Context: an optimization exercise on an open-source flow, tuned for small area, a short achievable clock period and few clock cycles. The choices shown serve that exercise and are no tape-out recipe.
RTL that was checked went through simulation tests only; none was proved equivalent to the original.
Only the layout flow was run in runs 2 to 5; the RTL was not checked for function there.
Power and IR drop assume default switching activity.

==> design/flow/design.v <==
module wbext_framer (
    input  wire        clk,
    input  wire        rst,         
    input  wire        cmd_valid,
    output wire        cmd_ready,
    input  wire [31:0] cmd,
    output reg         resp_valid,
    output reg  [31:0] resp
);
    localparam integer CAP = 266;
    localparam integer NT  = 48;    
    localparam [2:0] E_START = 3'd0;   
    localparam [2:0] E_SEEK  = 3'd1;   
    localparam [2:0] E_CMD   = 3'd2;   
    localparam [2:0] E_RLY   = 3'd3;   
    localparam [2:0] E_PRE   = 3'd4;   
    localparam [2:0] E_BODY  = 3'd5;   
    function [15:0] crc_step;
        input [15:0] c;
        input [7:0]  b;
        integer n;
        reg [15:0] t;
        begin
            t = c ^ {8'h00, b};
            for (n = 0; n < 8; n = n + 1)
                t = t[0] ? ((t >> 1) ^ 16'hA001) : (t >> 1);
            crc_step = t;
        end
    endfunction
    wire [15:0] k46 = crc_step(16'hFFFF, 8'h46);
    wire [15:0] k60 = crc_step(16'hFFFF, 8'h60);
    wire [15:0] k09 = crc_step(16'hFFFF, 8'h09);
    function [8:0] bclass;
        input [7:0] b;
        begin
            bclass[8] = (b == 8'h46) || (b == 8'h60);
            bclass[7] = (b == 8'h60);
            bclass[6] = (b == 8'h09);
            bclass[5] = (b == 8'h03);
            bclass[4] = (b == 8'h04) || (b == 8'h12);
            bclass[3] = (b == 8'h11);
            bclass[2] = (b == 8'h18);
            bclass[1] = (b == 8'h01) || (b == 8'h02) || (b == 8'h03) || (b == 8'h04);
            bclass[0] = (b == 8'h05) || (b == 8'h06) || (b == 8'h0F) || (b == 8'h10);
        end
    endfunction
    function [16:0] lookup;
        input [7:0] c;
        input       x;
        begin
            lookup = 17'd0;
            if (x) begin
                case (c)
                    8'h03:   lookup = {1'b1, 8'd0, 8'd10};
                    8'h04:   lookup = {1'b1, 8'd0, 8'd5};
                    8'h11:   lookup = {1'b1, 8'd5, 8'd8};
                    8'h12:   lookup = {1'b1, 8'd0, 8'd5};
                    8'h18:   lookup = {1'b1, 8'd3, 8'd6};
                    default: lookup = 17'd0;
                endcase
            end else begin
                case (c)
                    8'h01, 8'h02, 8'h03, 8'h04: lookup = {1'b1, 8'd2, 8'd5};
                    8'h05, 8'h06, 8'h0F, 8'h10: lookup = {1'b1, 8'd0, 8'd8};
                    default:                    lookup = 17'd0;
                endcase
            end
        end
    endfunction
    reg [8*CAP-1:0] ring;
    reg [8:0]  rx_len;
    reg        len0;        
    reg        full;        
    reg [1:0]  outcome;
    reg        late;
    reg        cmd_err;
    reg [2:0]  last_err;
    reg [15:0] crc;
    reg [8:0]  rel;         
    reg [8:0]  diff;        
    reg        al;          
    reg [2:0]  est;
    reg [15:0] ccrc;
    reg [2:0]  cnt;
    reg [8:0]  rem;
    reg [8:0]  total;
    reg [8:0]  c_off;
    reg [7:0]  rcmd;
    reg        relay;
    reg        mk60;
    reg [7:0]  rx_lo;
    reg [7:0]  rx_hi;
    reg        rbusy;
    reg [2:0]  rcnt;
    wire dec = outcome[0] ^ outcome[1];
    reg        rdy_r;
    reg        fv0, fv1;
    reg [31:0] f0, f1;
    reg        dv;
    reg [31:0] dc;
    reg        xv;
    reg        xpush, xcrcb, xrdreg, xrdrx, xclr, xcrci, xerr;
    reg [16:0] xpre;
    reg [8:0]  xa;
    reg        xkhi;
    reg [8:0]  xd;
    reg        xinr;
    reg [8:0]  xbc;
    assign cmd_ready = rdy_r;
    wire acc = cmd_valid & rdy_r;
    wire can_write = (outcome == 2'd0) & ~full;
    wire pstall    = ~len0 & ~al & can_write;
    wire stall     = xv & (rbusy | (xpush & pstall) | (xrdrx & ~xinr));
    wire go        = xv & ~stall;
    wire wrote     = go & xpush & can_write;
    wire first_go  = xv & xpush & len0;
    always @(posedge clk) begin
        if (rst) begin
            rdy_r <= 1'b1;
            fv0   <= 1'b0;
            fv1   <= 1'b0;
        end else begin
            if (!stall) begin
                if (fv1) begin
                    f0  <= f1;
                    fv0 <= 1'b1;
                    f1  <= cmd;
                    fv1 <= acc;
                    rdy_r <= ~acc;
                end else begin
                    f0  <= cmd;
                    fv0 <= acc;
                    rdy_r <= 1'b1;
                end
            end else begin
                if (acc) begin
                    if (!fv0) begin
                        f0  <= cmd;
                        fv0 <= 1'b1;
                        rdy_r <= 1'b1;
                    end else begin
                        f1  <= cmd;
                        fv1 <= 1'b1;
                        rdy_r <= 1'b0;
                    end
                end else begin
                    rdy_r <= ~fv1;
                end
            end
        end
    end
    wire [7:0]  d_op  = dc[31:24];
    wire        d_rok = (dc[23:17] == 7'd0);
    wire        d_x   = dc[16];
    wire [15:0] d_arg = dc[15:0];
    wire d_nop   = (dc == 32'h0000_0000);
    wire d_clr   = (dc == 32'h0100_0000);
    wire d_push  = (d_op == 8'h02) && d_rok && !d_x && (d_arg[15:8] == 8'h00);
    wire d_crci  = (dc == 32'h0300_0000);
    wire d_crcb  = (d_op == 8'h04) && d_rok && !d_x && (d_arg[15:8] == 8'h00);
    wire d_lkup  = (d_op == 8'h05) && d_rok && (d_arg[15:8] == 8'h00);
    wire d_rdreg = (d_op == 8'h06) && d_rok && !d_x;
    wire d_rdrx  = (d_op == 8'h07) && d_rok && !d_x;
    wire d_regbad = d_rdreg && (d_arg > 16'd9);
    wire d_ill   = !(d_nop | d_clr | d_push | d_crci | d_crcb | d_lkup | d_rdreg | d_rdrx);
    wire [16:0] d_lk = lookup(d_arg[7:0], d_x);
    wire [16:0] d_pre = d_ill    ? 17'd1 :
                        d_regbad ? 17'd3 :
                        d_crci   ? 17'h0FFFF :
                        d_lkup   ? d_lk : 17'd0;
    wire        d_kbig = (d_arg >= CAP);
    wire [8:0]  relsel = first_go ? 9'd0 : rel;
    wire [9:0]  d_t    = {1'b0, relsel} - {1'b0, d_arg[8:0]};
    wire [9:0]  d_t2   = d_t + 10'd266;
    wire [8:0]  d_d    = d_t[9] ? d_t2[8:0] : d_t[8:0];
    wire        d_inr  = d_kbig | (d_d < NT);
    always @(posedge clk) begin
        if (rst) begin
            dv <= 1'b0;
        end else if (!stall) begin
            dv <= fv0;
            dc <= f0;
        end
    end
    always @(posedge clk) begin
        if (rst) begin
            xv <= 1'b0;
        end else if (!stall) begin
            xv     <= dv;
            xpush  <= dv & d_push;
            xcrcb  <= dv & d_crcb;
            xrdreg <= dv & d_rdreg & !d_regbad;
            xrdrx  <= dv & d_rdrx;
            xclr   <= dv & d_clr;
            xcrci  <= dv & d_crci;
            xerr   <= dv & (d_ill | d_regbad);
            xpre   <= d_pre;
            xa     <= d_arg[8:0];
            xkhi   <= (d_arg[15:9] != 7'd0);
            xd     <= d_d;
            xinr   <= d_inr;
            xbc    <= bclass(d_arg[7:0]);
        end else if (xrdrx) begin
            xd   <= (xd == CAP - 1) ? 9'd0 : xd + 9'd1;
            xinr <= (xd == CAP - 1) | (xd < NT - 1);
        end
    end
    wire [7:0]  tap4 = ring[4*8 +: 8];
    wire [7:0]  eb   = rbusy ? tap4 : xa[7:0];
    wire [8:0]  ebc  = rbusy ? bclass(tap4) : xbc;
    wire        b_mk  = ebc[8];
    wire        b_60  = ebc[7];
    wire        b_09  = ebc[6];
    wire        b_e03 = ebc[5];
    wire        b_e5  = ebc[4];
    wire        b_e11 = ebc[3];
    wire        b_e18 = ebc[2];
    wire        b_r14 = ebc[1];
    wire        b_r58 = ebc[0];
    wire        b_eh  = b_e03 | b_e5 | b_e11 | b_e18;
    wire        b_rh  = b_r14 | b_r58;
    wire eng_en = (wrote | rbusy) & (outcome == 2'd0);
    reg [15:0] cx;
    always @(*) begin
        cx = ccrc;
        case (est)
            E_START: cx = 16'hFFFF;
            E_SEEK:  cx = b_mk ? ccrc : 16'hFFFF;
            E_CMD:   if (!b_09 && !b_eh) cx = b_mk ? (mk60 ? k60 : k46) : 16'hFFFF;
            default: cx = ccrc;
        endcase
    end
    wire [15:0] cnext = crc_step(cx, eb);
    wire [8:0]  epos   = rx_len - {6'd0, rcnt} - 9'd1;    
    wire [8:0]  var_bs = relay ? 9'd11 : (rcmd == 8'h11 ? 9'd8 : 9'd6);
    wire        rmiss  = (est == E_RLY) && (cnt == 3'd0) && !b_rh;
    wire        decide = (est == E_BODY) && (rem == 9'd1);
    wire        crc_ok = (ccrc == {eb, rx_lo});
    wire [1:0] outcome_n =
        (go & xclr) ? 2'd0 :
        (go & xpush & (outcome == 2'd0) & full) ? 2'd3 :
        (eng_en & decide) ? (crc_ok ? 2'd1 : 2'd2) : outcome;
    wire late_n = (go & xclr) ? 1'b0 :
                  (go & xpush & (outcome != 2'd0)) ? 1'b1 : late;
    wire [15:0] status_n = {cmd_err, last_err, 8'h00, late_n,
                            (outcome_n == 2'd1 || outcome_n == 2'd2) & ~relay, outcome_n};
    always @(posedge clk) begin
        if (rst || (go && xclr)) begin
            est   <= E_START;
            rbusy <= 1'b0;
            rcnt  <= 3'd0;
            relay <= 1'b0;
        end else begin
            if (rbusy) begin
                rcnt  <= rcnt - 3'd1;
                rbusy <= (rcnt != 3'd1);
            end
            if (eng_en) case (est)
            E_START: begin
                ccrc <= cnext;
                est  <= E_SEEK;
            end
            E_SEEK: begin
                ccrc <= cnext;
                if (b_mk) begin
                    c_off <= epos;
                    mk60  <= b_60;
                    est   <= E_CMD;
                end
            end
            E_CMD: begin
                ccrc <= cnext;
                if (b_09) begin
                    relay <= 1'b1;
                    cnt   <= 3'd4;
                    est   <= E_RLY;
                end else if (b_eh) begin
                    relay <= 1'b0;
                    rcmd  <= eb;
                    if (b_e03) begin
                        total <= 9'd10; rem <= 9'd7; est <= E_BODY;
                    end else if (b_e5) begin
                        total <= 9'd5;  rem <= 9'd2; est <= E_BODY;
                    end else if (b_e11) begin
                        cnt <= 3'd2; est <= E_PRE;
                    end else begin
                        cnt <= 3'd0; est <= E_PRE;
                    end
                end else if (b_mk) begin
                    c_off <= epos;
                    mk60  <= b_60;
                end else begin
                    est <= E_SEEK;
                end
            end
            E_RLY: begin
                if (cnt != 3'd0) begin
                    ccrc <= cnext;
                    cnt  <= cnt - 3'd1;
                end else if (b_r14) begin
                    ccrc <= cnext;
                    rcmd <= eb;
                    cnt  <= 3'd0;
                    est  <= E_PRE;
                end else if (b_r58) begin
                    ccrc  <= cnext;
                    rcmd  <= eb;
                    total <= 9'd14;
                    rem   <= 9'd6;
                    est   <= E_BODY;
                end else begin
                    ccrc  <= k09;
                    est   <= E_SEEK;
                    rbusy <= 1'b1;
                    rcnt  <= 3'd5;
                end
            end
            E_PRE: begin
                ccrc <= cnext;
                if (cnt != 3'd0) begin
                    cnt <= cnt - 3'd1;
                end else begin
                    rem   <= {1'b0, eb} + 9'd2;
                    total <= {1'b0, eb} + var_bs;
                    est   <= E_BODY;
                end
            end
            E_BODY: begin
                if (rem > 9'd2)
                    ccrc <= cnext;
                if (rem == 9'd2)
                    rx_lo <= eb;
                if (rem == 9'd1)
                    rx_hi <= eb;
                rem <= rem - 9'd1;
            end
            default: est <= E_START;
            endcase
        end
    end
    wire [15:0] crc_next = crc_step(crc, xa[7:0]);
    wire [8:0]  consumed = c_off + total;
    reg [15:0] reg_val;
    always @(*) begin
        case (xa[3:0])
            4'd0:    reg_val = {cmd_err, last_err, 8'h00, late, dec & ~relay, outcome};
            4'd1:    reg_val = {7'd0, rx_len};
            4'd2:    reg_val = dec ? {7'd0, c_off} : 16'd0;
            4'd3:    reg_val = dec ? {7'd0, total} : 16'd0;
            4'd4:    reg_val = (outcome == 2'd1) ? {7'd0, consumed} : 16'd0;
            4'd5:    reg_val = dec ? {8'd0, rcmd} : 16'd0;
            4'd6:    reg_val = dec ? ccrc : 16'd0;
            4'd7:    reg_val = dec ? {rx_hi, rx_lo} : 16'd0;
            4'd8:    reg_val = crc;
            default: reg_val = CAP;
        endcase
    end
    wire [5:0] tsel = {xd[5], xd[4] & ~xd[5], xd[3:0]};
    wire [7:0] tapx = ring[tsel*8 +: 8];
    wire       rx_err = xkhi | (xa >= rx_len);
    always @(posedge clk) begin
        if (rst) begin
            resp_valid <= 1'b0;
            resp       <= 32'd0;
            rx_len     <= 9'd0;
            len0       <= 1'b1;
            full       <= 1'b0;
            outcome    <= 2'd0;
            late       <= 1'b0;
            cmd_err    <= 1'b0;
            last_err   <= 3'd0;
            crc        <= 16'hFFFF;
            rel        <= 9'd0;
            diff       <= 9'd0;
            al         <= 1'b0;
        end else begin
            outcome <= outcome_n;
            late    <= late_n;
            rel  <= first_go ? 9'd1 : ((rel == CAP - 1) ? 9'd0 : rel + 9'd1);
            diff <= wrote ? 9'd0 : ((diff == CAP - 1) ? 9'd0 : diff + 9'd1);
            al   <= wrote | (diff == CAP - 1);
            resp_valid <= 1'b0;
            if (rbusy && rcnt == 3'd1) begin
                resp_valid <= 1'b1;
                resp       <= {16'd0, status_n};
            end
            if (go) begin
                resp_valid <= 1'b1;
                resp       <= {15'd0, xpre};
                if (xerr) begin
                    cmd_err  <= 1'b1;
                    last_err <= xpre[2:0];
                    resp     <= {29'h1000_0000, xpre[2:0]};
                end
                if (xclr) begin
                    rx_len <= 9'd0;
                    len0   <= 1'b1;
                    full   <= 1'b0;
                end
                if (xcrci)
                    crc <= 16'hFFFF;
                if (xcrcb) begin
                    crc  <= crc_next;
                    resp <= {16'd0, crc_next};
                end
                if (xrdreg)
                    resp <= {16'd0, reg_val};
                if (xrdrx) begin
                    if (rx_err) begin
                        cmd_err  <= 1'b1;
                        last_err <= 3'd2;
                        resp     <= 32'h8000_0002;
                    end else begin
                        resp <= {24'd0, tapx};
                    end
                end
                if (xpush) begin
                    resp <= {16'd0, status_n};
                    if (eng_en & rmiss)
                        resp_valid <= 1'b0;
                    if (can_write) begin
                        rx_len <= rx_len + 9'd1;
                        len0   <= 1'b0;
                        full   <= (rx_len == CAP - 1);
                    end
                end
            end
        end
    end
    always @(posedge clk)
        ring <= {ring[8*CAP-9:0], wrote ? xa[7:0] : ring[8*CAP-1 -: 8]};
endmodule
==> design/flow/run.sh <==
#!/bin/bash
# synth_recipe.tcl (not shown) runs the flow's synth.tcl, then flattens the netlist and writes it again
# the make line also repeats each setting of config.mk as NAME=value (left out here)
make -C /OpenROAD-flow-scripts/flow DESIGN_CONFIG=/design/flow/config.mk WORK_HOME=/design/flow/orfs CLKGATE_MAP_FILE= SYNTH_SCRIPT=/design/flow/synth_recipe.tcl finish
==> design/flow/config.mk <==
export PLATFORM = sky130hd
export DESIGN_NAME = wbext_framer
export DESIGN_NICKNAME = wbext_framer
export VERILOG_FILES = /design/flow/design.v
export SDC_FILE = /design/flow/constraint.sdc
export NUM_CORES = 4
export LEC_CHECK = 0
export CAP_MARGIN = 20
export CORE_MARGIN = 2
export CORE_UTILIZATION = 40
export SLEW_MARGIN = 20
==> design/flow/constraint.sdc <==
create_clock -name core_clock -period 12.0 [get_ports {clk}]
set_input_delay 2.4000 -clock core_clock [delete_from_list [all_inputs] [get_ports {clk}]]
set_output_delay 2.4000 -clock core_clock [all_outputs]
set_load 0.01 [all_outputs]
==> results of run 1 <==
## sequential cells by signal, indices dropped and copies added (netlist names), 9 cells and up, named ones only
name	flops
c_off	9
ccrc	16
crc	16
dc	32
diff	9
f0	32
f1	32
rel	9
rem	9
resp	18
ring	2128
rx_len	9
total	9
xa	9
xbc	9
xd	9
xpre	9
## report_power, final
group / switching [mW] / internal [mW] / total, mW / leakage (nW)
Sequential: 0.0382 / 8.21 / 8.25 / 19.8
Clock: 2.94 / 4.04 / 6.98 / 3.70
Combinational: 0.197 / 0.144 / 0.341 / 4.22
Total: 3.18 / 12.4 / 15.6 / 27.7
## cell usage in the layout, fill, tap and decap left out, types with 12 or more instances in the layout
cell type	synthesis	layout
dfxtp_1	2216	2216
clkbuf_16	0	222
edfxtp_1	212	212
nand2_1	175	175
nor2_1	152	151
mux4_2	120	120
a21oi_1	101	99
xnor2_1	94	94
inv_1	74	74
o21ai_0	72	72
ha_1	55	55
nand3_1	54	54
clkdlybuf4s50_1	0	53
clkbuf_8	0	52
nor3_1	46	45
clkbuf_1	77	43
xor2_1	40	40
mux2_2	36	36
clkinv_2	0	35
o22ai_1	33	33
mux2i_1	24	24
a22oi_1	24	24
buf_4	16	23
a211oi_1	21	21
and2_1	19	19
nor2b_1	18	17
nor4_1	17	17
nand2b_1	17	16
and3_1	14	14
conb_1	1	14
nand4_1	13	13
bufinv_16	0	13
a31oi_1	12	12
## through the flow
stage	setup WS [ps]	hold WS, ps	instance area, sq um
6_report	7646	263.5	72620
5_1_grt	7586	258.3	72620
4_1_cts	7603	257.1	72560
3_5_place_dp	6962	312.1	65020
3_3_place_gp	6925	309.7	65010
2_1_floorplan	4968	309.6	62260
## synth_stat cells, types with 7 or more instances
cell type and count:
a211oi_1 21, a21o_1 11, a21oi_1 101, a221oi_1 8
a222oi_1 9, a22o_1 9, a22oi_1 24, a31oi_1 12
and2_1 19, and3_1 14, buf_1 14, buf_2 15
buf_4 16, clkbuf_1 77, dfxtp_1 2216, edfxtp_1 212
ha_1 55, inv_1 74, mux2_2 36, mux2i_1 24
mux4_2 120, nand2_1 175, nand2b_1 17, nand3_1 54
nand4_1 13, nor2_1 152, nor2b_1 18, nor3_1 46
nor4_1 17, nor4b_1 7, o211ai_1 9, o21a_1 9
o21ai_0 72, o21bai_1 8, o22ai_1 33, o31ai_1 7
or2_2 7, or3_1 11, xnor2_1 94, xor2_1 40
## layer usage
layer | part of all wire, % | vias up | wire length, um
li1 | - | 13894 | -
met4 | 2.4 | 0 | 2429
met5 | 0 | - | 0
met2 | 41 | 674 | 40980
met3 | 5.4 | 198 | 5368
met1 | 51 | 13794 | 51130
## path summary, 6_finish.rpt
path,depth (start not counted),slack [ps],end
worst max-delay path,1,7650,resp[4]
worst min-delay path,0,260,ring[1927]
worst max register to register,9,7990,ccrc[0]
worst min register to register,0,260,ring[1927]
## kinds of logic (layout without fill, tap and decap cells)
logic type | Yosys count | count (layout)
xor gates and xnor gates | 135 | 135
muxes | 184 | 184
buffers and inverters | 199 | 554
and+or+nand+nor | 578 | 578
other | 1 | 14
adders and majority gates | 59 | 59
DFF | 2428 | 2428
AOI/OAI and AO/OA | 379 | 379
## final cells by class
type	count	area [sq um]	area share (%)
multi-input combinational	1349	10740	14.78
sequential	2428	50730	69.86
clock buffer	319	6445	8.875
tap	2044	2557	3.522
timing repair buffer	80	774.5	1.067
inverter	75	281.5	0.3877
clock inverter	80	1097	1.511
==> impl_metrics.toml, run 1 <==
[setup_path]
cp-start-kind = "flop"
cp-end-kind = "output port"
cp_slowest_cell = "clkdlybuf4s50_1"
r2r-start = "rbusy"
worstSetupStartpoint = "resp[4]"
crit_buf_inv = 1
cpPeakStageDelay_ps = 620
critPathTopFamily = "buffers and inverters"
path_cells = "clkdlybuf4s50_1"
critPathKind = "reg -> out"
arrival_ps = 1950
required_ps = 9600
path_max_fanout = 2

[timing]
worst_pin_slew_ps = 1140
finClkSkew_ps = 66.60
slew_headroom_pct = 23.74
hold_violations = 0
fin_setup_tns_ps = 0
min_period_ps = 4354
final-setup-viol-count = 0
maxSlewViolCount = 0
fin_crit_sh_pct = 36.29
fmax_mhz = 229.7
rsz0062_at_grt = "false"

[final_layout]
post-route-util_pct = 47.09
layoutNonFillerInstCount = 6375
area_growth_pct = 16.73
nFillCells = 13275
drive_gt1_share_pct = 13.21
antennaDiodeCount = 0
finalNetCount = 4240

[routing]
vias_per_cell = 4.480
drc = 0
drt-initial-drc-count = 2170
wl_per_cell_um = 15.67
ant_nets = 0
vias = 28560
routed_wl_mm = 99.91
first_pass_iters = 6

[yosys]
synth_xor_area_share_pct = 1.923
synth_sequential_area_ratio_pct = 81.54
synth_warnings = 1
syn_area_sq_um = 62210
ys_types = 88
synthMuxAreaShare_pct = 5.471
netlist.area_leader.share_pct = 71.31
synth-seq-cells = 2428
synth_edf_count = 212
synth_area_leader_cell = "dfxtp_1"
synth_top_family_by_area = "multiplexers"
synth_area_leaders = "dfxtp_1 (71%), edfxtp_1 (10%), mux4_2 (4.3%), xnor2_1 (1.3%), ha_1 (1.1%)"
synth_compound_area_share_pct = 4.021
async_flop_share_pct = 0
netlist_instances = 3963
synth-simple-area-share_pct = 4.449
synthAdderAreaFrac_pct = 1.235
synthFlopType = "dfxtp_1"
syn_avg_cell_area_sq_um = 15.70

[grt]
grt.busiest_layer = "met1"
antenna_found_initial = 1
grt_pass1_wl_mm = 161.7
grt_max_degree = 74
grt_pass1_vias = 28640
use_met1_pct = 19.22
use_met2_pct = 17.88
groute.layer.met3.usage_pct = 2.882
gr-total-overflow = 0
grtUsageTotal_pct = 12.74

[placement]
io_buffers = 54
gp_congestion = 0.8752
place_inst = 5974
hpwl_mm = 59.70

[die]
die_w_um = 398.4
die_y_um = 398.4
die-area_sq_um = 158700
io_pins = 69
fp.coreArea_sq_um = 154200
start_util_pct = 40.34
rows = 144

[cts]
clock_sinks = 2428
hold_buffers = 0
cts_root_buf = "clkbuf_16"
cts_tree = "yes"
h-tree-depth = 4
path_clk_slew_ps = 60
cts-buffers-inserted = 212
cts_setup_buffers = 0
clock_latency_ps = 830
cts_max_path_buffers = 3
ctsResizeCount = 0

[power_and_ir_drop]
finalPower_mw = 15.57
vdd_drop_max_v = 0.0001437
p_per_area_nw_per_um2 = 214.5
p_leak_nw = 27.75

[hold_path]
hp-start = "ring[1919]"
min_path_type = "reg -> reg"

[flow_run]
maxCapViolCount = 0

[outcome]
status = "finished clean"
Testbench counts, summed over its fixed seeds: cycles 16,330.
==> run 2: changes to the inputs <==
--- a/design/flow/design.v
+++ b/design/flow/design.v
@@ -93,14 +93,14 @@
     reg        rbusy;
     reg [2:0]  rcnt;
     wire dec = outcome[0] ^ outcome[1];
+    reg        rst_r;       
     reg        rdy_r;
     reg        fv0, fv1;
     reg [31:0] f0, f1;
-    reg        dv;
-    reg [31:0] dc;
     reg        xv;
-    reg        xpush, xcrcb, xrdreg, xrdrx, xclr, xcrci, xerr;
-    reg [16:0] xpre;
+    reg        xpush, xcrcb, xrdreg, xrdrx, xclr, xcrci, xerr, xlkup;
+    reg        xecode;      
+    reg        xx;
     reg [8:0]  xa;
     reg        xkhi;
     reg [8:0]  xd;
@@ -114,60 +114,43 @@
     wire go        = xv & ~stall;
     wire wrote     = go & xpush & can_write;
     wire first_go  = xv & xpush & len0;
+    always @(posedge clk)
+        rst_r <= rst;
     always @(posedge clk) begin
-        if (rst) begin
-            rdy_r <= 1'b1;
+        if (fv1) begin
+            if (!stall)
+                f0 <= f1;
+        end else if (!(fv0 && stall)) begin
+            f0 <= cmd;
+        end
+        if (!fv1)
+            f1 <= cmd;
+    end
+    always @(posedge clk) begin
+        if (rst_r) begin
             fv0   <= 1'b0;
             fv1   <= 1'b0;
+            rdy_r <= !rst;
         end else begin
-            if (!stall) begin
-                if (fv1) begin
-                    f0  <= f1;
-                    fv0 <= 1'b1;
-                    f1  <= cmd;
-                    fv1 <= acc;
-                    rdy_r <= ~acc;
-                end else begin
-                    f0  <= cmd;
-                    fv0 <= acc;
-                    rdy_r <= 1'b1;
-                end
-            end else begin
-                if (acc) begin
-                    if (!fv0) begin
-                        f0  <= cmd;
-                        fv0 <= 1'b1;
-                        rdy_r <= 1'b1;
-                    end else begin
-                        f1  <= cmd;
-                        fv1 <= 1'b1;
-                        rdy_r <= 1'b0;
-                    end
-                end else begin
-                    rdy_r <= ~fv1;
-                end
-            end
+            fv0   <= fv1 | (fv0 & stall) | acc;
+            fv1   <= fv1 ? stall : (fv0 & stall & acc);
+            rdy_r <= !rst & (fv1 ? !stall : !(fv0 & stall & acc));
         end
     end
-    wire [7:0]  d_op  = dc[31:24];
-    wire        d_rok = (dc[23:17] == 7'd0);
-    wire        d_x   = dc[16];
-    wire [15:0] d_arg = dc[15:0];
-    wire d_nop   = (dc == 32'h0000_0000);
-    wire d_clr   = (dc == 32'h0100_0000);
+    wire [7:0]  d_op  = f0[31:24];
+    wire        d_rok = (f0[23:17] == 7'd0);
+    wire        d_x   = f0[16];
+    wire [15:0] d_arg = f0[15:0];
+    wire d_nop   = (f0 == 32'h0000_0000);
+    wire d_clr   = (f0 == 32'h0100_0000);
     wire d_push  = (d_op == 8'h02) && d_rok && !d_x && (d_arg[15:8] == 8'h00);
-    wire d_crci  = (dc == 32'h0300_0000);
+    wire d_crci  = (f0 == 32'h0300_0000);
     wire d_crcb  = (d_op == 8'h04) && d_rok && !d_x && (d_arg[15:8] == 8'h00);
     wire d_lkup  = (d_op == 8'h05) && d_rok && (d_arg[15:8] == 8'h00);
     wire d_rdreg = (d_op == 8'h06) && d_rok && !d_x;
     wire d_rdrx  = (d_op == 8'h07) && d_rok && !d_x;
     wire d_regbad = d_rdreg && (d_arg > 16'd9);
     wire d_ill   = !(d_nop | d_clr | d_push | d_crci | d_crcb | d_lkup | d_rdreg | d_rdrx);
-    wire [16:0] d_lk = lookup(d_arg[7:0], d_x);
-    wire [16:0] d_pre = d_ill    ? 17'd1 :
-                        d_regbad ? 17'd3 :
-                        d_crci   ? 17'h0FFFF :
-                        d_lkup   ? d_lk : 17'd0;
     wire        d_kbig = (d_arg >= CAP);
     wire [8:0]  relsel = first_go ? 9'd0 : rel;
     wire [9:0]  d_t    = {1'b0, relsel} - {1'b0, d_arg[8:0]};
@@ -175,26 +158,24 @@
     wire [8:0]  d_d    = d_t[9] ? d_t2[8:0] : d_t[8:0];
     wire        d_inr  = d_kbig | (d_d < NT);
     always @(posedge clk) begin
-        if (rst) begin
-            dv <= 1'b0;
+        if (rst_r) begin
+            xv <= 1'b0;
         end else if (!stall) begin
-            dv <= fv0;
-            dc <= f0;
+            xv <= fv0;
         end
     end
     always @(posedge clk) begin
-        if (rst) begin
-            xv <= 1'b0;
-        end else if (!stall) begin
-            xv     <= dv;
-            xpush  <= dv & d_push;
-            xcrcb  <= dv & d_crcb;
-            xrdreg <= dv & d_rdreg & !d_regbad;
-            xrdrx  <= dv & d_rdrx;
-            xclr   <= dv & d_clr;
-            xcrci  <= dv & d_crci;
-            xerr   <= dv & (d_ill | d_regbad);
-            xpre   <= d_pre;
+        if (!stall) begin
+            xpush  <= fv0 & d_push;
+            xcrcb  <= fv0 & d_crcb;
+            xrdreg <= fv0 & d_rdreg & !d_regbad;
+            xrdrx  <= fv0 & d_rdrx;
+            xclr   <= fv0 & d_clr;
+            xcrci  <= fv0 & d_crci;
+            xlkup  <= fv0 & d_lkup;
+            xerr   <= fv0 & (d_ill | d_regbad);
+            xecode <= d_regbad;
+            xx     <= d_x;
             xa     <= d_arg[8:0];
             xkhi   <= (d_arg[15:9] != 7'd0);
             xd     <= d_d;
@@ -245,7 +226,7 @@
     wire [15:0] status_n = {cmd_err, last_err, 8'h00, late_n,
                             (outcome_n == 2'd1 || outcome_n == 2'd2) & ~relay, outcome_n};
     always @(posedge clk) begin
-        if (rst || (go && xclr)) begin
+        if (rst_r || (go && xclr)) begin
             est   <= E_START;
             rbusy <= 1'b0;
             rcnt  <= 3'd0;
@@ -359,7 +340,7 @@
     wire [7:0] tapx = ring[tsel*8 +: 8];
     wire       rx_err = xkhi | (xa >= rx_len);
     always @(posedge clk) begin
-        if (rst) begin
+        if (rst_r) begin
             resp_valid <= 1'b0;
             resp       <= 32'd0;
             rx_len     <= 9'd0;
@@ -381,17 +362,21 @@
             al   <= wrote | (diff == CAP - 1);
             resp_valid <= 1'b0;
             if (rbusy && rcnt == 3'd1) begin
-                resp_valid <= 1'b1;
+                resp_valid <= !rst;
                 resp       <= {16'd0, status_n};
             end
             if (go) begin
-                resp_valid <= 1'b1;
-                resp       <= {15'd0, xpre};
+                resp_valid <= !rst;
+                resp       <= 32'd0;
                 if (xerr) begin
                     cmd_err  <= 1'b1;
-                    last_err <= xpre[2:0];
-                    resp     <= {29'h1000_0000, xpre[2:0]};
+                    last_err <= {1'b0, xecode, 1'b1};
+                    resp     <= {29'h1000_0000, 1'b0, xecode, 1'b1};
                 end
+                if (xlkup)
+                    resp <= {15'd0, lookup(xa[7:0], xx)};
+                if (xcrci)
+                    resp <= 32'h0000_FFFF;
                 if (xclr) begin
                     rx_len <= 9'd0;
                     len0   <= 1'b1;
==> design/flow/flow/run.sh (new file) <==
#!/bin/bash
set -euo pipefail
bash standard.sh SETUP_SLACK_MARGIN=${MARGIN:-8.3} finish > flow_make.log 2>&1
==> design/flow/standard.sh (new file) <==
#!/bin/bash
# synth_recipe.tcl (not shown) runs the flow's synth.tcl, then flattens the netlist and writes it again
# the make line also repeats each setting of config.mk as NAME=value (left out here)
make -C /OpenROAD-flow-scripts/flow DESIGN_CONFIG=/design/flow/config.mk WORK_HOME=/design/flow/orfs CLKGATE_MAP_FILE= SYNTH_SCRIPT=/design/flow/synth_recipe.tcl "${@:-finish}"
removed: design/flow/run.sh
==> run 2 against run 1 <==
  * Non-clock buffer count up 17
  * Critical endpoint is now resp[3]
  * Final area down 1.6%
  * Still clean on timing, DRC and antenna
  * Worst hold slack about the same
  * Wire length up 0.15%
  * Synthesized area down 2.1%
  * Global-route usage up 0.17 points
==> impl_metrics.toml, run 2 <==
[routing]
drc = 0
wl_met2_mm = 41.54
wl_per_cell_um = 15.90
drt-initial-drc-count = 1850
met1Wirelength_mm = 50.64
vias = 27953
vias_per_cell = 4.443
ant_nets = 0
wl_met3_mm = 5.237
first_pass_iters = 6
topRoutingLayerUsed = "met4"
routed_wl_mm = 100.1

[final_layout]
drive_gt1_share_pct = 14.60
area_growth_pct = 17.29
final_cell_mix = "dfxtp_1 (2194), clkbuf_16 (215), edfxtp_1 (174)"
largest_reg_flops = 2128
finalNetCount = 4175
antennaDiodeCount = 0
largest_register = "ring"
reg_top3 = "ring: 2128 flops, f0: 32 flops, f1: 32 flops"
nFillCells = 13037
mostFrequentLayoutCell = "dfxtp_1"

[timing]
fmax_mhz = 270.4
fin_setup_tns_ps = 0
slew_headroom_pct = 25.57
min_period_ps = 3698
rsz0062_at_grt = "true"
hold_violations = 0
maxSlewViolCount = 0
fin_crit_sh_pct = 30.82
worst_pin_slew_ps = 1116
finClkSkew_ps = 68.09
post-route-worst-setup-slack_ps = 8302
final-setup-viol-count = 0

[setup_path]
r2r-start = "outcome[1]"
r2r_end = "total[1]"
worstSetupEndpoint = "resp[3]"
path_max_fanout = 2
required_ps = 9600
reg2regPathDepth = 11
critPathKind = "reg -> out"
crit_cells = 1
cp-end-kind = "output port"
worstSetupStartpoint = "resp[3]"
arrival_ps = 1300
cp_slowest_cell = "dfxtp_4"
crit_buf_inv = 1
rrSetupSlack_ps = 8410
path_cells = "buf_6"
critPathTopFamily = "flip-flops"
cpPeakStageDelay_ps = 390
cp-start-kind = "flop"

[cts]
cts-buffers-inserted = 213
cts_tree = "yes"
cts_max_path_buffers = 3
clock_latency_ps = 820
cts_root_buf = "clkbuf_16"
clock_sinks = 2390
h-tree-depth = 4
path_clk_slew_ps = 60

[placement]
hpwl_mm = 60.06
gp_congestion = 0.8869
place_ws_ps = 7631
io_buffers = 54

[die]
die-area_sq_um = 155400
die_w_um = 394.2
die_y_um = 394.2
rows = 143
fp.coreArea_sq_um = 151500
start_util_pct = 40.20
io_pins = 69

[grt]
grt_pass1_wl_mm = 160.2
grt_pass1_vias = 27829
antenna_found_initial = 1
grt_max_degree = 58
gr-total-overflow = 0
grtUsageTotal_pct = 12.91

[power_and_ir_drop]
finalPower_mw = 15.29
p_leak_nw = 27.52
p_per_area_nw_per_um2 = 214.0
vdd_drop_max_v = 0.0001595

[yosys]
synth_sequential_area_ratio_pct = 81.40
syn_avg_cell_area_sq_um = 15.72
synthFlopType = "dfxtp_1"
async_flop_share_pct = 0
synthMuxAreaShare_pct = 5.525
ys_types = 86
netlist_instances = 3875
synth_edf_count = 174
synth_area_leader_cell = "dfxtp_1"
synth_top_family_by_area = "multiplexers"
synth_warnings = 1
netlist.area_leader.share_pct = 72.83
syn_area_sq_um = 60910
yosys-top-cells-count = "dfxtp_1 (2216), edfxtp_1 (174), nor2_1 (160), nand2_1 (141), mux4_2 (120)"
synthAdderAreaFrac_pct = 1.282
synth_xor_area_share_pct = 2.003
synth_area_leaders = "dfxtp_1 (73%), edfxtp_1 (8.6%), mux4_2 (4.4%), xnor2_1 (1.4%), ha_1 (1.2%)"
synth_most_common_cell = "dfxtp_1"
synth-seq-cells = 2390
synth_compound_area_share_pct = 3.896
synth-simple-area-share_pct = 4.576

[outcome]
status = "finished clean"

[hold_path]
min_path_type = "reg -> reg"

[flow_run]
maxCapViolCount = 0
==> run 2: cell types whose count changed in the layout (fill, tap and decap cells not counted), moves of 14 or more <==
| cell | previous run | this run |
|---|---|---|
| edfxtp_1 | 212 | 174 |
| nand2_1 | 175 | 141 |
| dfxtp_1 | 2216 | 2194 |
| buf_6 | 1 | 21 |
| clkdlybuf4s50_1 | 53 | 34 |
| a21oi_1 | 99 | 85 |
| nand3_1 | 54 | 40 |
==> run 2: cells by family (layout without fill, tap and decap cells) <==
logic type | Yosys count | after routing
and+or+nand+nor | 563 | 563
adders and majority gates | 60 | 60
AOI/OAI and AO/OA | 357 | 357
buffers and inverters | 188 | 561
DFF | 2390 | 2390
muxes | 180 | 180
xor gates and xnor gates | 136 | 136
other | 1 | 14
==> run 2: final cells by class <==
class	count	area [sq um]	share of cell area (%)
repair buffers	97	964.7	1.350
clock buffers	306	6142	8.597
well taps	2030	2540	3.555
multi-input cells	1310	10690	14.96
inverters	68	256.5	0.3590
flip-flops and latches	2390	49650	69.48
clock inverters	90	1214	1.699
==> run 2: how the worst min path moves through the flow <==
stage	end	slack, ps	cells past startpoint	startpoint
floorplan	ring[1000]	310	0	ring[992]
global placement	ring[2081]	310	0	ring[2073]
detailed placement	ring[1083]	310	0	ring[1075]
CTS	ring[1964]	260	0	ring[1956]
global route	ring[1931]	270	0	ring[1923]
finish	ring[1964]	260	0	ring[1956]
==> run 2: per-stage QoR <==
step / util (%) / instance area (sq um) / instances / hold slack, ps
detailed placement: 42.08 / 63770 / 5885 / 312.1
finish: 47.15 / 71450 / 6291 / 264.0
global placement: 42.08 / 63770 / 5885 / 309.9
global route: 47.15 / 71450 / 6291 / 266.8
floorplan: - / 60970 / 3888 / 309.6
CTS: 47.02 / 71260 / 6281 / 256.9
==> run 2: power by group <==
group,internal [mW],switching [mW]
combinational,0.156,0.206
clock,3.96,2.89
sequential,8.05,0.0370
==> run 2: per-layer routing <==
| layer | vias up | GRT usage, % |
|---|---|---|
| li1 | 13576 | - |
| met1 | 13535 | 19.18 |
| met2 | 647 | 18.19 |
| met3 | 195 | 2.969 |
| met4 | 0 | 4.906 |
| met5 | - | 0 |
==> run 2: what timing repair did <==
action                     CTS  global route
setup buffers                0            10
gates resized for setup    154            16
hold buffers                 0             0
pin swaps                    1             3
setup endpoints to repair   88            80
==> run 3: changes to the inputs <==
--- a/design/flow/config.mk
+++ b/design/flow/config.mk
@@ -7,5 +7,7 @@
 export LEC_CHECK = 0
 export CAP_MARGIN = 20
 export CORE_MARGIN = 2
-export CORE_UTILIZATION = 40
+export CORE_UTILIZATION = 65
+export CTS_BUF_LIST = sky130_fd_sc_hd__clkbuf_8
+export CTS_CLUSTER_SIZE = 24
 export SLEW_MARGIN = 20
==> run 3 against run 2 <==
  * Still clean on timing, DRC and antenna
  * Cell count fell by 9.1%
  * Flip-flop and latch count did not move
  * Wire length rose by 16%
  * Clock skew fell by 9.5 ps
  * Synthesized cell count did not move
  * Worst hold slack improved by 32 ps
  * Non-clock buffer count rose by 1
  * Maximum frequency fell by 3.8%
  * Sequential power barely moved
  * Final area fell by 2.2%
  * Worst setup slack got worse by 150 ps
  * Critical endpoint is now resp[7]
  * Largest power group unchanged
==> impl_metrics.toml, run 3 <==
[setup_path]
path_max_fanout = 2
rrSetupSlack_ps = 8440
path_cells = "buf_6"
arrival_ps = 1440
cp-end-kind = "output port"
crit_buf_inv = 1
critPathKind = "reg -> out"
cpPeakStageDelay_ps = 390
cp-start-kind = "flop"
critPathTopFamily = "flip-flops"
cp_slowest_cell = "dfxtp_4"
required_ps = 9600

[die]
die_w_um = 310.1
die_y_um = 310.1
io_pins = 69
rows = 112
start_util_pct = 65.46
die-area_sq_um = 96180
fp.coreArea_sq_um = 93050

[yosys]
netlist.area_leader.share_pct = 72.83
synth_area_leaders = "dfxtp_1 (73%), edfxtp_1 (8.6%), mux4_2 (4.4%), xnor2_1 (1.4%), ha_1 (1.2%)"
async_flop_share_pct = 0
synthFlopType = "dfxtp_1"
syn_area_sq_um = 60910
synth_warnings = 1
synth_edf_count = 174
ys_types = 86
synth_sequential_area_ratio_pct = 81.40
netlist_instances = 3875
syn_avg_cell_area_sq_um = 15.72
synth_most_common_cell = "dfxtp_1"
yosys-top-cells-count = "dfxtp_1 (2216), edfxtp_1 (174), nor2_1 (160), nand2_1 (141), mux4_2 (120)"
synth-seq-cells = 2390
synth_area_leader_cell = "dfxtp_1"

[grt]
grtUsageTotal_pct = 24.92
antenna_found_initial = 1
grt_pass1_wl_mm = 183.5
grt_max_degree = 73
grt_pass1_vias = 31752
gr-total-overflow = 0

[power_and_ir_drop]
p_per_area_nw_per_um2 = 210.4
vdd_drop_max_v = 0.0002028
p_leak_nw = 27.87
finalPower_mw = 14.71

[timing]
whs_ps = 295.7
worst_pin_slew_ps = 1013
fmax_mhz = 260.2
slew_headroom_pct = 32.46
maxSlewViolCount = 0
rsz0062_at_grt = "true"
hold_violations = 0
post-route-worst-setup-slack_ps = 8157
fin_setup_tns_ps = 0
min_period_ps = 3843
final-setup-viol-count = 0
fin_crit_sh_pct = 32.02
finClkSkew_ps = 58.56

[placement]
place_ws_ps = 7259
gp_congestion = 0.9256
place_inst = 5107
hpwl_mm = 65.92
io_buffers = 54
post_dp_cell_area_sq_um = 62800

[cts]
h-tree-depth = 5
clock_latency_ps = 960
cts_tree = "yes"
cts_max_path_buffers = 4
path_clk_slew_ps = 80
clock_sinks = 2390
cts-buffers-inserted = 345
cts_root_buf = "clkbuf_8"

[final_layout]
post-route-util_pct = 75.13
mostFrequentLayoutCell = "dfxtp_1"
drive_gt1_share_pct = 17.26
largest_register = "ring"
nFillCells = 5046
reg_top3 = "ring: 2128 flops, f0: 32 flops, f1: 32 flops"
seq_area_sq_um = 49640
fin_area_sq_um = 69910
multiInputGateArea_sq_um = 10700
layoutNonFillerInstCount = 5716
finalNetCount = 4308
final_cell_mix = "dfxtp_1 (2193), clkbuf_8 (438), edfxtp_1 (174)"
largest_reg_flops = 2128
area_growth_pct = 14.76

[routing]
routed_wl_mm = 115.9
drt-initial-drc-count = 2025
vias = 29379
first_pass_iters = 6
wl_per_cell_um = 20.27
vias_per_cell = 5.140
ant_nets = 0
drc = 0

[outcome]
status = "finished clean"

[flow_run]
maxCapViolCount = 0

[hold_path]
min_path_type = "reg -> reg"
[run 3: kinds of logic (layout without fill, tap and decap cells)]
| kind of cell | count (synthesis) | in the layout | synth area share (%) |
|---|---|---|---|
| DFF | 2390 | 2390 | 81.40 |
| and+or+nand+nor | 563 | 563 | 4.576 |
| AOI/OAI and AO/OA | 357 | 357 | 3.896 |
| buffers and inverters | 188 | 761 | 1.306 |
| muxes | 180 | 180 | 5.525 |
| xor gates and xnor gates | 136 | 136 | 2.003 |
| adders and majority gates | 60 | 60 | 1.282 |
| other | 1 | 15 | 0.006156 |
[run 3: routing by layer]
metal,GRT usage [%],part of all wire (%),vias up
li1,-,-,13921
met1,33.46,44,14431
met2,40.60,49,806
met3,4.597,4.5,221
met4,9.673,2.8,0
met5,0,0,-
[run 3: final timing paths]
| path | to | start | depth (start not counted) |
|---|---|---|---|
| worst max-delay path | resp[7] | resp[7] | 1 |
| worst max register to register | rcmd[3] | outcome[0] | 10 |
| worst min-delay path | ring[2025] | ring[2017] | 0 |
| worst min register to register | ring[2025] | ring[2017] | 0 |
[run 3: final cells by class]
type                    instances  area share, %
diodes                          1       0.003580
clock buffers                 438          8.623
clock inverters               157          1.095
inverters                      68         0.3669
multi-input cells            1310          15.30
flip-flops and latches       2390          71.01
well taps                    1254          2.244
repair buffers                 98          1.355
[run 3: power breakdown]
group	switching [mW]	internal (mW)
Combinational	0.198	0.156
Sequential	0.0461	8.05
Clock	2.92	3.34
Total	3.17	11.5
[run 3: timing repair]
item / 4_1_cts / 5_1_grt
hold buffers: 0 / 0
pin swaps: 0 / 2
hold endpoints to repair: 0 / 0
cloned: 0 / 0
buffers inserted: 3 / 9
resized for setup: 152 / 15
setup endpoints to repair: 80 / 76
==> run 4: changes to the inputs <==
--- a/design/flow/design.v
+++ b/design/flow/design.v
@@ -95,47 +95,36 @@
     wire dec = outcome[0] ^ outcome[1];
     reg        rst_r;       
     reg        rdy_r;
-    reg        fv0, fv1;
-    reg [31:0] f0, f1;
+    reg        stall_r;     
+    reg        fv0;
+    reg [31:0] f0;
     reg        xv;
     reg        xpush, xcrcb, xrdreg, xrdrx, xclr, xcrci, xerr, xlkup;
     reg        xecode;      
     reg        xx;
     reg [8:0]  xa;
-    reg        xkhi;
+    reg        xkbig;       
     reg [8:0]  xd;
     reg        xinr;
     reg [8:0]  xbc;
     assign cmd_ready = rdy_r;
     wire acc = cmd_valid & rdy_r;
+    wire stall     = stall_r;
     wire can_write = (outcome == 2'd0) & ~full;
-    wire pstall    = ~len0 & ~al & can_write;
-    wire stall     = xv & (rbusy | (xpush & pstall) | (xrdrx & ~xinr));
     wire go        = xv & ~stall;
-    wire wrote     = go & xpush & can_write;
-    wire first_go  = xv & xpush & len0;
+    wire pushgo    = go & xpush;
+    wire wrote     = pushgo & can_write;
+    wire first_go  = pushgo & len0;
     always @(posedge clk)
         rst_r <= rst;
-    always @(posedge clk) begin
-        if (fv1) begin
-            if (!stall)
-                f0 <= f1;
-        end else if (!(fv0 && stall)) begin
+    always @(posedge clk)
+        if (!stall)
             f0 <= cmd;
-        end
-        if (!fv1)
-            f1 <= cmd;
-    end
     always @(posedge clk) begin
-        if (rst_r) begin
-            fv0   <= 1'b0;
-            fv1   <= 1'b0;
-            rdy_r <= !rst;
-        end else begin
-            fv0   <= fv1 | (fv0 & stall) | acc;
-            fv1   <= fv1 ? stall : (fv0 & stall & acc);
-            rdy_r <= !rst & (fv1 ? !stall : !(fv0 & stall & acc));
-        end
+        if (rst_r)
+            fv0 <= 1'b0;
+        else if (!stall)
+            fv0 <= acc;
     end
     wire [7:0]  d_op  = f0[31:24];
     wire        d_rok = (f0[23:17] == 7'd0);
@@ -157,6 +146,26 @@
     wire [9:0]  d_t2   = d_t + 10'd266;
     wire [8:0]  d_d    = d_t[9] ? d_t2[8:0] : d_t[8:0];
     wire        d_inr  = d_kbig | (d_d < NT);
+    wire inr_hold  = xkbig | (xd == CAP - 1) | (xd < NT - 1);
+    wire xv_n      = stall ? xv    : fv0;
+    wire xpush_n   = stall ? xpush : (fv0 & d_push);
+    wire xrdrx_n   = stall ? xrdrx : (fv0 & d_rdrx);
+    wire xinr_n    = stall ? inr_hold : d_inr;
+    wire len0_n    = (go & xclr) | (len0 & ~wrote);
+    wire al_n      = pushgo | (diff == CAP - 1);
+    wire rbusy_set;
+    wire rbusy_n   = rbusy_set | (rbusy & (rcnt != 3'd1));
+    wire stall_n   = xv_n & (rbusy_n | (xpush_n & ~len0_n & ~al_n & can_write) |
+                             (xrdrx_n & ~xinr_n));
+    always @(posedge clk) begin
+        if (rst_r) begin
+            stall_r <= 1'b0;
+            rdy_r   <= !rst;
+        end else begin
+            stall_r <= stall_n;
+            rdy_r   <= !rst & !stall_n;
+        end
+    end
     always @(posedge clk) begin
         if (rst_r) begin
             xv <= 1'b0;
@@ -177,13 +186,13 @@
             xecode <= d_regbad;
             xx     <= d_x;
             xa     <= d_arg[8:0];
-            xkhi   <= (d_arg[15:9] != 7'd0);
+            xkbig  <= d_kbig;
             xd     <= d_d;
             xinr   <= d_inr;
             xbc    <= bclass(d_arg[7:0]);
         end else if (xrdrx) begin
             xd   <= (xd == CAP - 1) ? 9'd0 : xd + 9'd1;
-            xinr <= (xd == CAP - 1) | (xd < NT - 1);
+            xinr <= inr_hold;
         end
     end
     wire [7:0]  tap4 = ring[4*8 +: 8];
@@ -215,6 +224,7 @@
     wire [8:0]  epos   = rx_len - {6'd0, rcnt} - 9'd1;    
     wire [8:0]  var_bs = relay ? 9'd11 : (rcmd == 8'h11 ? 9'd8 : 9'd6);
     wire        rmiss  = (est == E_RLY) && (cnt == 3'd0) && !b_rh;
+    assign rbusy_set   = wrote && (outcome == 2'd0) && (est == E_RLY) && (cnt == 3'd0) && !(xbc[1] | xbc[0]);
     wire        decide = (est == E_BODY) && (rem == 9'd1);
     wire        crc_ok = (ccrc == {eb, rx_lo});
     wire [1:0] outcome_n =
@@ -338,7 +348,7 @@
     end
     wire [5:0] tsel = {xd[5], xd[4] & ~xd[5], xd[3:0]};
     wire [7:0] tapx = ring[tsel*8 +: 8];
-    wire       rx_err = xkhi | (xa >= rx_len);
+    wire       rx_err = xkbig | (xa >= rx_len);
     always @(posedge clk) begin
         if (rst_r) begin
             resp_valid <= 1'b0;
@@ -358,8 +368,8 @@
             outcome <= outcome_n;
             late    <= late_n;
             rel  <= first_go ? 9'd1 : ((rel == CAP - 1) ? 9'd0 : rel + 9'd1);
-            diff <= wrote ? 9'd0 : ((diff == CAP - 1) ? 9'd0 : diff + 9'd1);
-            al   <= wrote | (diff == CAP - 1);
+            diff <= pushgo ? 9'd0 : ((diff == CAP - 1) ? 9'd0 : diff + 9'd1);
+            al   <= al_n;
             resp_valid <= 1'b0;
             if (rbusy && rcnt == 3'd1) begin
                 resp_valid <= !rst;
==> design/flow/flow/run.sh (replaced) <==
#!/bin/bash
# Standard ORFS layout (the standard.sh, standard synthesis unchanged) with:
#  - CTS without dummy loads.
# The full make output goes to flow_make.log; ORFS keeps per-step logs in orfs/logs.
set -euo pipefail
MARGIN=$(cat flow/margin.txt)
CTS="$(cat flow/cts_args.txt)"
bash standard.sh "SETUP_SLACK_MARGIN=$MARGIN" "CTS_ARGS=$CTS" finish > flow_make.log 2>&1
==> design/flow/flow/cts_args.txt (new file) <==
-sink_clustering_enable -repair_clock_nets -dont_use_dummy_load
==> design/flow/flow/margin.txt (new file) <==
8.5
--- a/design/flow/config.mk
+++ b/design/flow/config.mk
@@ -7,7 +7,5 @@
 export LEC_CHECK = 0
 export CAP_MARGIN = 20
 export CORE_MARGIN = 2
-export CORE_UTILIZATION = 65
-export CTS_BUF_LIST = sky130_fd_sc_hd__clkbuf_8
-export CTS_CLUSTER_SIZE = 24
+export CORE_UTILIZATION = 40
 export SLEW_MARGIN = 20
==> run 4 against run 3 <==
  * Still clean
  * Worst setup slack better by 180 ps
  * Sequential power down 2%
  * Clock power down 11%
  * Maximum frequency up 5.0%
==> impl_metrics.toml, run 4 <==
[outcome]
status = "finished clean"

[yosys]
syn_area_sq_um = 59420
synth_warnings = 1
synth_area_leaders = "dfxtp_1 (75%), edfxtp_1 (7.0%), mux4_2 (4.5%), xnor2_1 (1.5%), ha_1 (1.2%)"
synth-seq-cells = 2356
ys_types = 84
netlist.area_leader.share_pct = 74.70
synthFlopType = "dfxtp_1"
synth_edf_count = 139
syn_avg_cell_area_sq_um = 15.60
netlist_instances = 3810
synth_sequential_area_ratio_pct = 81.72
synth_area_leader_cell = "dfxtp_1"
yosys-top-cells-count = "dfxtp_1 (2217), nor2_1 (182), edfxtp_1 (139), nand2_1 (139), mux4_2 (120)"
synth_most_common_cell = "dfxtp_1"
async_flop_share_pct = 0

[hold_path]
min_path_type = "reg -> reg"

[setup_path]
critPathKind = "reg -> out"
cpPeakStageDelay_ps = 380
path_cells = "buf_6"
cp_slowest_cell = "dfxtp_4"
arrival_ps = 1260
required_ps = 9600
worstSetupStartpoint = "resp[6]"
r2r-start = "ring[37]"
cp-end-kind = "output port"
cp-start-kind = "flop"
rrSetupSlack_ps = 8480
reg2regPathDepth = 13
crit_buf_inv = 1
crit_cells = 1
critPathTopFamily = "flip-flops"
path_max_fanout = 2
r2r_end = "ccrc[0]"
worstSetupEndpoint = "resp[6]"

[final_layout]
layoutNonFillerInstCount = 5977
reg_top3 = "ring: 2128 flops, f0: 32 flops, resp: 18 flops"
mostFrequentLayoutCell = "dfxtp_1"
post-route-util_pct = 46.30
largest_register = "ring"
drive_gt1_share_pct = 13.37
largest_reg_flops = 2128
area_growth_pct = 15.07
fin_area_sq_um = 68370
final_cell_mix = "dfxtp_1 (2188), clkbuf_16 (213), nor2_1 (179)"
finalNetCount = 4143

[timing]
fin_setup_tns_ps = 0
rsz0062_at_grt = "true"
hold_violations = 0
finClkSkew_ps = 77.08
post-route-worst-setup-slack_ps = 8339
maxSlewViolCount = 0
worst_pin_slew_ps = 1001
final-setup-viol-count = 0
fin_crit_sh_pct = 30.51
min_period_ps = 3661
fmax_mhz = 273.1
slew_headroom_pct = 32.73

[cts]
path_clk_slew_ps = 60
cts_max_path_buffers = 3
clock_latency_ps = 820
clock_sinks = 2356
cts_root_buf = "clkbuf_16"
cts_tree = "yes"
cts-buffers-inserted = 213
h-tree-depth = 4

[grt]
grt_max_degree = 74
grt_pass1_vias = 27608
grt_pass1_wl_mm = 154.7
gr-total-overflow = 0
antenna_found_initial = 2
grtUsageTotal_pct = 12.86

[die]
die-area_sq_um = 151600
die_w_um = 389.4
start_util_pct = 40.24
fp.coreArea_sq_um = 147700
rows = 141
die_y_um = 389.4
io_pins = 69

[routing]
wl_per_cell_um = 16.12
vias = 27334
vias_per_cell = 4.573
drc = 0
ant_nets = 0
drt-initial-drc-count = 1772
routed_wl_mm = 96.32
first_pass_iters = 7

[placement]
place_inst = 5716
post_dp_cell_area_sq_um = 62160
place_ws_ps = 7755
gp_congestion = 0.8938
io_buffers = 54
hpwl_mm = 57.87

[power_and_ir_drop]
p_per_area_nw_per_um2 = 203.6
p_leak_nw = 26.24
vdd_drop_max_v = 0.0001524

[flow_run]
maxCapViolCount = 0
==> run 4: cell types whose count changed in the layout (fill, tap and decap cells not counted), sizes merged, moves of 27 or more <==
cell / previous run / this run
inv: 177 / 60
clkbuf: 438 / 213
mux2: 34 / 7
buf: 64 / 93
clkinv: 38 / 0
edfxtp: 174 / 139
==> run 4: worst min-delay path by stage <==
stage / startpoint / endpoint / slack (ps) / cells after the start
after global routing: ring[1012] / ring[1020] / 260 / 0
after detailed placement: ring[1011] / ring[1019] / 310 / 0
after global placement: ring[2102] / ring[2110] / 310 / 0
after floorplan: ring[992] / ring[1000] / 310 / 0
after CTS: ring[577] / ring[585] / 260 / 0
final: ring[577] / ring[585] / 270 / 0
==> run 4: cell type report <==
type	count	area (sq um)
sequential	2356	48610
clock buffer	213	5330
multi-input combinational	1289	10560
fill	12664	79290
timing repair buffer	128	1226
tap	1930	2415
antenna	1	2.502
inverter	60	225.2
==> run 4: layer usage <==
layer / part of all wire (%) / vias up / track usage [%]
met5: 0 / - / 0
met4: 3.6 / 0 / 5.469
met3: 5.5 / 249 / 2.935
met2: 40 / 725 / 18.07
met1: 51 / 13140 / 18.93
li1: - / 13220 / -
==> run 4: power by group <==
group	switching [mW]	internal (mW)	total, mW
sequential	0.0310	7.92	7.95
combinational	0.227	0.170	0.397
clock	2.49	3.09	5.58
==> run 4: through the flow <==
step | power (mW) | hold slack, ps
floorplan | 8.369 | 309.6
finish | 13.92 | 268.5
CTS | 14.11 | 257.4
global placement | 8.483 | 311.1
detailed placement | 8.486 | 312.1
global route | 14.45 | 258.8
==> run 4: cells by family after synthesis <==
kind of cell	Yosys count	synth area share, %
xor+xnor	143	2.121
mux	154	5.136
compound gates	358	3.917
simple gates	560	4.534
fa+ha+maj	60	1.314
buf+inv	178	1.251
other cells	1	0.006311
flops	2356	81.72
==> run 4: worst reg2reg max path: stages, from the launching register on <==
cell and delay [ps]:
dfxtp_4 360, or4b_4 560, o32ai_4 340, nor4_4 80, buf_4 170, buf_6 120
a31o_1 160, a222oi_1 350, xnor2_1 210, xnor2_1 170, xnor2_1 180, xnor2_1 200
xor2_1 210, nand2_1 70
==> run 4: what timing repair did <==
action	in CTS	in global routing
hold buffers	0	0
cloned	1	0
buffers inserted	24	22
gates resized for setup	171	50
setup endpoints to repair	43	32
hold endpoints to repair	0	0
pin swaps	21	33
==> run 5: changes to the inputs <==
--- a/design/flow/design.v
+++ b/design/flow/design.v
@@ -97,7 +97,7 @@
     reg        rdy_r;
     reg        stall_r;     
     reg        fv0;
-    reg [31:0] f0;
+    reg [19:0] f0;          
     reg        xv;
     reg        xpush, xcrcb, xrdreg, xrdrx, xclr, xcrci, xerr, xlkup;
     reg        xecode;      
@@ -119,30 +119,34 @@
         rst_r <= rst;
     always @(posedge clk)
         if (!stall)
-            f0 <= cmd;
+            f0 <= {cmd[31:24], cmd[23:17] == 7'd0, cmd[16], cmd[15:9] == 7'd0, cmd[8:0]};
     always @(posedge clk) begin
         if (rst_r)
             fv0 <= 1'b0;
         else if (!stall)
             fv0 <= acc;
     end
-    wire [7:0]  d_op  = f0[31:24];
-    wire        d_rok = (f0[23:17] == 7'd0);
-    wire        d_x   = f0[16];
-    wire [15:0] d_arg = f0[15:0];
-    wire d_nop   = (f0 == 32'h0000_0000);
-    wire d_clr   = (f0 == 32'h0100_0000);
-    wire d_push  = (d_op == 8'h02) && d_rok && !d_x && (d_arg[15:8] == 8'h00);
-    wire d_crci  = (f0 == 32'h0300_0000);
-    wire d_crcb  = (d_op == 8'h04) && d_rok && !d_x && (d_arg[15:8] == 8'h00);
-    wire d_lkup  = (d_op == 8'h05) && d_rok && (d_arg[15:8] == 8'h00);
+    wire [7:0]  d_op  = f0[19:12];
+    wire        d_rok = f0[11];
+    wire        d_x   = f0[10];
+    wire        d_ahz = f0[9];
+    wire [8:0]  d_a9  = f0[8:0];
+    wire        d_b8  = d_rok & d_ahz & !d_a9[8];      
+    wire        d_w   = d_b8 & !d_x & (d_a9[7:0] == 8'h00);
+    wire d_nop   = (d_op == 8'h00) && d_w;
+    wire d_clr   = (d_op == 8'h01) && d_w;
+    wire d_push  = (d_op == 8'h02) && d_b8 && !d_x;
+    wire d_crci  = (d_op == 8'h03) && d_w;
+    wire d_crcb  = (d_op == 8'h04) && d_b8 && !d_x;
+    wire d_lkup  = (d_op == 8'h05) && d_b8;
     wire d_rdreg = (d_op == 8'h06) && d_rok && !d_x;
     wire d_rdrx  = (d_op == 8'h07) && d_rok && !d_x;
-    wire d_regbad = d_rdreg && (d_arg > 16'd9);
+    wire d_regbad = d_rdreg && (!d_ahz || d_a9 > 9'd9);
     wire d_ill   = !(d_nop | d_clr | d_push | d_crci | d_crcb | d_lkup | d_rdreg | d_rdrx);
-    wire        d_kbig = (d_arg >= CAP);
+    wire        d_kbig = !d_ahz || (d_a9 >= CAP);
+    wire [8:0]  d_arg  = d_a9;
     wire [8:0]  relsel = first_go ? 9'd0 : rel;
-    wire [9:0]  d_t    = {1'b0, relsel} - {1'b0, d_arg[8:0]};
+    wire [9:0]  d_t    = {1'b0, relsel} - {1'b0, d_arg};
     wire [9:0]  d_t2   = d_t + 10'd266;
     wire [8:0]  d_d    = d_t[9] ? d_t2[8:0] : d_t[8:0];
     wire        d_inr  = d_kbig | (d_d < NT);
@@ -220,7 +224,7 @@
             default: cx = ccrc;
         endcase
     end
-    wire [15:0] cnext = crc_step(cx, eb);
+    wire [15:0] cnext = crc_step((go & xcrcb) ? crc : cx, eb);
     wire [8:0]  epos   = rx_len - {6'd0, rcnt} - 9'd1;    
     wire [8:0]  var_bs = relay ? 9'd11 : (rcmd == 8'h11 ? 9'd8 : 9'd6);
     wire        rmiss  = (est == E_RLY) && (cnt == 3'd0) && !b_rh;
@@ -329,7 +333,7 @@
             endcase
         end
     end
-    wire [15:0] crc_next = crc_step(crc, xa[7:0]);
+    wire [15:0] crc_next = cnext;
     wire [8:0]  consumed = c_off + total;
     reg [15:0] reg_val;
     always @(*) begin
==> design/flow/flow/cts_args.txt (replaced) <==
-sink_clustering_enable -repair_clock_nets -dont_use_dummy_load -sink_clustering_size 24 -sink_clustering_max_diameter 100
==> run 5 against run 4 <==
  * Still clean
  * Clock skew fell by 8.6 ps
  * Combinational power barely moved
  * First-iteration DRC count fell by 8.2%
  * Synthesized cell count fell by 0.10%
  * Clock-buffer cell count fell by 105
  * Final area fell by 3.4%
  * Critical endpoint is now resp_valid
  * Largest cell class unchanged
  * Highest routed layer is now met5
==> impl_metrics.toml, run 5 <==
[final_layout]
final_cell_mix = "dfxtp_1 (2185), nand2_1 (172), nor2_1 (141)"
seq_area_sq_um = 48280
largest_reg_flops = 2128
layoutNonFillerInstCount = 5906
area_growth_pct = 11.52
antennaDiodeCount = 0
drive_gt1_share_pct = 12.53
reg_top3 = "ring: 2128 flops, f0: 20 flops, resp: 18 flops"
nFillCells = 12896
finalNetCount = 4072
fin_area_sq_um = 66050
multiInputGateArea_sq_um = 10850
post-route-util_pct = 44.84
mostFrequentLayoutCell = "dfxtp_1"
largest_register = "ring"

[cts]
cts-buffers-inserted = 108
h-tree-depth = 3
cts_tree = "yes"
hold_buffers = 0
path_clk_slew_ps = 110
clock_sinks = 2344
clock_latency_ps = 730
cts_max_path_buffers = 3
cts_root_buf = "clkbuf_16"

[routing]
routed_wl_mm = 98.82
ant_nets = 0
drt-initial-drc-count = 1627
first_pass_iters = 7
wl_per_cell_um = 16.73
vias_per_cell = 4.551
vias = 26877
drc = 0

[timing]
worst_pin_slew_ps = 1000
finClkSkew_ps = 68.51
min_period_ps = 3631
hold_violations = 0
final-setup-viol-count = 0
fin_setup_tns_ps = 0
maxSlewViolCount = 0
whs_ps = 294.7
fmax_mhz = 275.4
rsz0062_at_grt = "true"
fin_crit_sh_pct = 30.26
post-route-worst-setup-slack_ps = 8369
slew_headroom_pct = 32.60

[setup_path]
cpPeakStageDelay_ps = 370
path_cells = "buf_6"
path_max_fanout = 1
r2r-start = "stall_r"
cp-end-kind = "output port"
critPathTopFamily = "flip-flops"
cp-start-kind = "flop"
worstSetupStartpoint = "resp_valid"
critPathKind = "reg -> out"
arrival_ps = 1230
crit_buf_inv = 1
required_ps = 9600
cp_slowest_cell = "dfxtp_4"

[placement]
io_buffers = 54
place_ws_ps = 7480
post_dp_cell_area_sq_um = 62000
hpwl_mm = 61.31
place_inst = 5723
gp_congestion = 0.9044

[grt]
grt_pass1_vias = 26341
gr-total-overflow = 0
grt_max_degree = 68
grt_pass1_wl_mm = 155.0
grtUsageTotal_pct = 12.96
antenna_found_initial = 5

[yosys]
synth_warnings = 1
ys_types = 94
syn_area_sq_um = 59220
synthFlopType = "dfxtp_1"
async_flop_share_pct = 0
synth_sequential_area_ratio_pct = 81.38
netlist.area_leader.share_pct = 74.94
netlist_instances = 3806
syn_avg_cell_area_sq_um = 15.56
synth_area_leaders = "dfxtp_1 (75%), edfxtp_1 (6.4%), mux4_2 (4.5%), ha_1 (1.2%), nand2_1 (1.1%)"
synth_most_common_cell = "dfxtp_1"
synth_edf_count = 127
yosys-top-cells-count = "dfxtp_1 (2217), nand2_1 (175), nor2_1 (145), edfxtp_1 (127), mux4_2 (119)"
synth_area_leader_cell = "dfxtp_1"
synth-seq-cells = 2344

[die]
start_util_pct = 40.20
fp.coreArea_sq_um = 147300
io_pins = 69
die-area_sq_um = 151200
die_y_um = 388.8
rows = 141
die_w_um = 388.8

[power_and_ir_drop]
p_leak_nw = 25.26
p_per_area_nw_per_um2 = 182.1
vdd_drop_max_v = 0.0001295
finalPower_mw = 12.03

[outcome]
status = "finished clean"

[hold_path]
min_path_type = "reg -> reg"
hp-start = "ring[888]"

[flow_run]
maxCapViolCount = 0
-- run 5: cell count changes in the layout (fill, tap and decap cells not counted), sizes merged, moves of 5 or more --
cell	before	now
a22oi	26	32
clkbuf	213	111
nor2	182	145
o211ai	5	17
nor4	19	24
buf	93	124
a211o	16	5
nand2	139	176
edfxtp	139	127
a21oi	104	94
nor3b	5	15
inv	60	66
xnor2	101	63
-- run 5: area by class of cell --
type / instances / area share [%]
Sequential cell: 2344 / 73.10
Multi-Input combinational cell: 1293 / 16.43
Clock buffer: 108 / 4.092
Tap cell: 1930 / 3.656
Inverter: 68 / 0.3865
Timing Repair Buffer: 163 / 2.332
-- run 5: cells by family (layout without fill, tap and decap cells) --
logic type               count (synthesis)  after routing  synth area share (%)
adder cells (fa/ha/maj)                 59             59                 1.297
buffers and inverters                  182            339                 1.306
AO/OA/AOI/OAI                          383            383                 4.352
XOR/XNOR                               109            109                 1.777
flip-flops                            2344           2344                 81.38
other                                    1             14              0.006332
multiplexers                           153            153                 5.134
AND/OR/NAND/NOR                        575            575                 4.747
-- run 5: path summary, 6_finish.rpt --
path                endpoint  slack (ps)  cells after the start
setup / recovery  resp_valid        8370                      1
hold / removal     ring[896]         290                      0
setup reg to reg     stall_r        8510                     20
hold reg to reg    ring[896]         290                      0
-- run 5: where the power goes --
group | internal (mW) | switching, mW
Sequential | 7.85 | 0.0198
Combinational | 0.167 | 0.228
Clock | 1.60 | 2.16
-- run 5: worst register-to-register path, cell delays in order, from the launching register on --
cell	delay, ps
dfxtp_4	360
buf_12	140
nor2b_4	120
buf_6	100
and2_4	180
nand2_8	80
nand2_4	80
ha_4	130
inv_2	40
fa_2	330
nand2_1	70
nand2_1	60
a21oi_2	180
buf_4	160
xnor2_4	120
nor3b_4	230
and3_4	220
a31oi_4	100
a21o_1	210
a221oi_2	300
o211ai_1	120
-- run 5: what timing repair did --
action | in CTS | in global routing
cloned | 3 | 2
buffers inserted | 25 | 45
endpoints found under the setup margin | 57 | 50
pin swaps | 20 | 38
resized for setup | 220 | 57
-- run 5: layer usage --
metal | routed length, um | track usage (%) | up-vias | share of wire (%)
met5 | 41 | 0 | - | 0.041
met4 | 2582 | 3.580 | 6 | 2.6
met3 | 5225 | 2.756 | 169 | 5.3
met2 | 40460 | 18.43 | 564 | 41
met1 | 50500 | 19.79 | 13027 | 51
li1 | - | - | 13111 | -

## separate check: timing with driven ports
The results above use ideal ports. As a check the final layouts listed here were re-extracted and re-timed, cells and wires unchanged.
Step 1 (the two cells are an assumption about what drives the block):
set clk [get_ports {clk}]
set_driving_cell -lib_cell sky130_fd_sc_hd__clkbuf_16 $clk
set_driving_cell -lib_cell sky130_fd_sc_hd__buf_2 [delete_from_list [all_inputs] $clk]
Step 2 also shifts input and output timing later by t, the mid clock arrival at the registers, as if the neighbouring blocks saw the same clock.
a / b / c = ideal / step 1 / step 2; a / b = the first two.
| run | t (ns) | setup slack, ns | worst hold slack (ns) | worst data-port slew with drivers (ns) |
|---|---|---|---|---|
| run 1 | 0.873 | 7.646 / 7.571 / 6.915 | 0.263 / 0.263 / 0.263 | 0.05 |
| run 2 | 0.865 | 8.302 / 8.222 / 8.231 | 0.264 / 0.264 / 0.264 | 0.06 |
| run 3 | 0.980 | 8.157 / 8.093 / 8.441 | 0.296 / 0.296 / 0.296 | 0.05 |
| run 4 | 0.839 | 8.339 / 8.269 / 8.482 | 0.268 / 0.268 / 0.268 | 0.06 |
| run 5 | 0.768 | 8.369 / 8.301 / 8.279 | 0.295 / 0.295 / 0.295 | 0.12 |
After both steps setup and hold are still met in every run listed. The setup slack of run 1, which loses most, moves by -0.075 ns with the drivers and by -0.731 ns with both steps.
